From an optimization exercise on the open Yosys and OpenROAD flow, aimed at small area and a short achievable clock period; shortcuts taken in it are not production practice. In this exercise RTL edits were held to simulation tests only and were not proved equivalent to the original. No activity file was given, so power comes from the tool's default toggle rates.

==> module frame_link_responder, before the edit <==
module frame_link_responder (
    input  wire        clk,
    input  wire        rst,           
    input  wire        byte_valid,
    input  wire [7:0]  rx_byte,
    output wire [7:0]  tx_byte,
    output wire        s_sync,
    input  wire        tbl_we,
    input  wire [3:0]  tbl_idx,
    input  wire        tbl_en,
    input  wire [15:0] tbl_id,
    input  wire [31:0] tbl_val,
    output reg         pull_query,
    output reg  [3:0]  pull_idx,
    output reg         frame_valid,
    output wire        frame_pull,
    output wire [15:0] frame_id,
    output wire [31:0] frame_value,
    input  wire        wd_inc,
    input  wire        wd_expire,
    input  wire [15:0] wd_threshold,
    output reg         wd_safety,
    output reg         wd_tripped
);
    reg        sync_r;
    reg [8:0]  ph;            
    reg [7:0]  id0, id1;
    reg [31:0] vb;            
    reg        is_pull;
    reg [7:0]  tx_reg;
    assign tx_byte     = tx_reg;
    assign s_sync      = sync_r;
    assign frame_pull  = is_pull;
    assign frame_id    = {id1, id0};
    assign frame_value = vb;
    wire [7:0]  qn_lo = ph[0] ? rx_byte : id0;
    wire [7:0]  qn_hi = ph[1] ? rx_byte : id1;
    wire        in_eq = (tbl_id == {qn_hi, id0});
    wire        in_lo = (tbl_id[7:0] == qn_lo);
    wire [15:0] mn;               
    wire [31:0] val [0:15];
    wire [15:0] s;
    genvar g;
    generate
        for (g = 0; g < 16; g = g + 1) begin : ent
            reg [15:0] t_id;
            reg [31:0] t_val;
            reg        t_en;
            reg        t_lo;
            reg        t_m;
            reg        t_s;
            wire we = tbl_we && (tbl_idx == g);
            always @(posedge clk)
                if (we) begin
                    t_id  <= tbl_id;
                    t_val <= tbl_val;
                end
            always @(posedge clk)
                if (rst)     t_en <= 1'b0;
                else if (we) t_en <= tbl_en;
            always @(posedge clk)
                t_lo <= we ? in_lo : (t_id[7:0] == qn_lo);
            assign mn[g] = we    ? (tbl_en && in_eq) :
                           ph[1] ? (t_en && t_lo && (t_id[15:8] == rx_byte)) :
                                   t_m;
            always @(posedge clk)
                t_m <= mn[g];
            if (g == 0) begin : p0
                always @(posedge clk) t_s <= mn[0];
            end else begin : pn
                always @(posedge clk) t_s <= mn[g] && !(|mn[g-1:0]);
            end
            assign s[g]   = t_s;
            assign val[g] = t_val;
        end
    endgenerate
    reg hit;
    always @(posedge clk) hit <= |mn;
    reg [31:0] hv;
    reg [3:0]  hidx;
    integer i;
    always @(*) begin
        hv   = 32'd0;
        hidx = 4'd0;
        for (i = 0; i < 16; i = i + 1) begin
            hv   = hv | (val[i] & {32{s[i]}});
            hidx = hidx | (i[3:0] & {4{s[i]}});
        end
    end
    wire [7:0] seq_byte = {{4{ph[8]}}, ph[8] | ph[0], ph[8] | ph[1] | ph[2] | ph[3] | ph[4],
                           ph[8] | ph[1] | ph[2] | ph[5] | ph[6],
                           ph[8] | ph[1] | ph[3] | ph[5] | ph[7]};
    wire [7:0] vtop = is_pull ? vb[7:0] : rx_byte;
    always @(posedge clk) begin
        if (rst) begin
            sync_r      <= 1'b0;
            ph          <= 9'd1;
            tx_reg      <= 8'd0;
            pull_query  <= 1'b0;
            frame_valid <= 1'b0;
        end else begin
            pull_query  <= 1'b0;
            frame_valid <= 1'b0;
            if (byte_valid) begin
                if (!sync_r) begin
                    if (rx_byte == seq_byte) begin
                        if (ph[8]) begin                     
                            sync_r <= 1'b1;
                            ph     <= 9'd1;
                            tx_reg <= 8'h00;
                        end else begin                       
                            ph     <= {ph[7:0], 1'b0};
                            tx_reg <= seq_byte;
                        end
                    end else begin                           
                        ph     <= 9'd1;
                        tx_reg <= 8'h00;
                    end
                end else begin
                    ph <= {ph[7:0], 1'b0};
                    if (ph[0]) begin
                        id0    <= rx_byte;
                        tx_reg <= rx_byte;
                    end
                    if (ph[1]) begin
                        id1    <= rx_byte;
                        tx_reg <= rx_byte;
                    end
                    if (ph[2]) begin                          
                        is_pull <= hit;
                        if (hit) begin
                            vb         <= {hv[7:0], hv[31:8]};
                            tx_reg     <= hv[7:0];
                            pull_query <= 1'b1;
                            pull_idx   <= hidx;
                        end else begin
                            vb     <= {rx_byte, vb[31:8]};
                            tx_reg <= rx_byte;
                        end
                    end
                    if (ph[3] | ph[4] | ph[5]) begin          
                        vb     <= {vtop, vb[31:8]};
                        tx_reg <= vtop;
                    end
                    if (ph[6] | ph[7]) begin
                        if (rx_byte == 8'hFF) begin           
                            tx_reg <= ph[7] ? id1 : id0;
                        end else begin                        
                            tx_reg <= 8'h00;
                            ph     <= 9'd1;
                            sync_r <= 1'b0;
                        end
                    end
                    if (ph[8]) begin                          
                        tx_reg      <= 8'h00;
                        ph          <= 9'd1;
                        frame_valid <= 1'b1;
                    end
                end
            end
        end
    end
    reg [15:0] wd_counter;
    always @(posedge clk) begin
        if (rst) begin
            wd_counter <= 16'd0;
            wd_safety  <= 1'b0;
            wd_tripped <= 1'b0;
        end else begin
            wd_safety <= 1'b0;
            if (wd_expire) begin                              
                if (wd_counter < wd_threshold) begin
                    wd_tripped <= 1'b1;
                    wd_safety  <= 1'b1;
                end else begin
                    wd_tripped <= 1'b0;
                end
                wd_counter <= {15'd0, wd_inc};
            end else if (wd_inc && wd_counter != 16'hFFFF) begin  
                wd_counter <= wd_counter + 16'd1;
            end
        end
    end
endmodule
clock: 5.5 ns
lec_check: 0
cap_margin: 20
core_margin: 2
core_utilization: 40
setup_slack_margin: 3.0
slew_margin: 20
tns_end_percent: 10
standard.sh (not shown) runs the stock make flow with config.mk's settings and CLKGATE_MAP_FILE= SYNTH_SCRIPT=/design/flow/synth_recipe.tcl, a recipe that flattens the netlist after the stock synthesis.
==> flow/flow/run.sh <==
#!/bin/bash
set -euo pipefail
bash standard.sh finish \
  BUFFER_PORTS_ARGS="-buffer_cell sky130_fd_sc_hd__buf_2" \
  CTS_ARGS="-sink_clustering_enable -repair_clock_nets -dont_use_dummy_load" \
  > standard_flow.log 2>&1
Edit:
--- a/flow/design.v
+++ b/flow/design.v
@@ -48,5 +48,4 @@
             reg        t_en;
             reg        t_lo;
-            reg        t_m;
             reg        t_s;
             wire we = tbl_we && (tbl_idx == g);
@@ -61,9 +60,6 @@
             always @(posedge clk)
                 t_lo <= we ? in_lo : (t_id[7:0] == qn_lo);
-            assign mn[g] = we    ? (tbl_en && in_eq) :
-                           ph[1] ? (t_en && t_lo && (t_id[15:8] == rx_byte)) :
-                                   t_m;
-            always @(posedge clk)
-                t_m <= mn[g];
+            assign mn[g] = we ? (tbl_en && in_eq)
+                              : (t_en && t_lo && (t_id[15:8] == qn_hi));
             if (g == 0) begin : p0
                 always @(posedge clk) t_s <= mn[0];
The changed run finished with timing, DRC and antenna clean.
Worst setup slack improves by 61 ps.
Total power fell by 1.6%.
Wire length grows by 2.6%.
Global-route usage grows by 1.0 points.
First-iteration DRC count came out higher by about 11%.
Final cell count grows by 1.4%.
Register-to-register slack gains 100 ps.
Sequential power came out lower by about 1%.
Via count climbs by 2.9%.
Worst hold slack barely changes.

## afterwards: timing with drivers on the ports
How much do the figures lean on ideal ports? The routed layouts below were timed once more, with nothing changed but the port constraints. Step 1 (the two cells are an assumption about what drives the block):
set clk [get_ports {clk}]
set_driving_cell -lib_cell sky130_fd_sc_hd__clkbuf_16 $clk
set_driving_cell -lib_cell sky130_fd_sc_hd__buf_2 [delete_from_list [all_inputs] $clk]
Step 2, shift: input delay + t, output delay - t, t = (earliest + latest rising clock arrival at the registers) / 2. This alone moves slack from input paths to output paths. Slacks: ideal ports / drivers / drivers and shift; pairs: ideal ports / drivers.
run	shift t [ns]	slack for setup (ns)	worst data-port slew with drivers (ns)
the first run	0.684	2.750 / 2.725 / 2.041	0.17
the second run	0.699	2.812 / 2.806 / 2.107	0.14
After both steps every run listed still meets setup and hold. The setup slack of the first run, which loses most, moves by -0.025 ns with the drivers and by -0.709 ns with both steps.
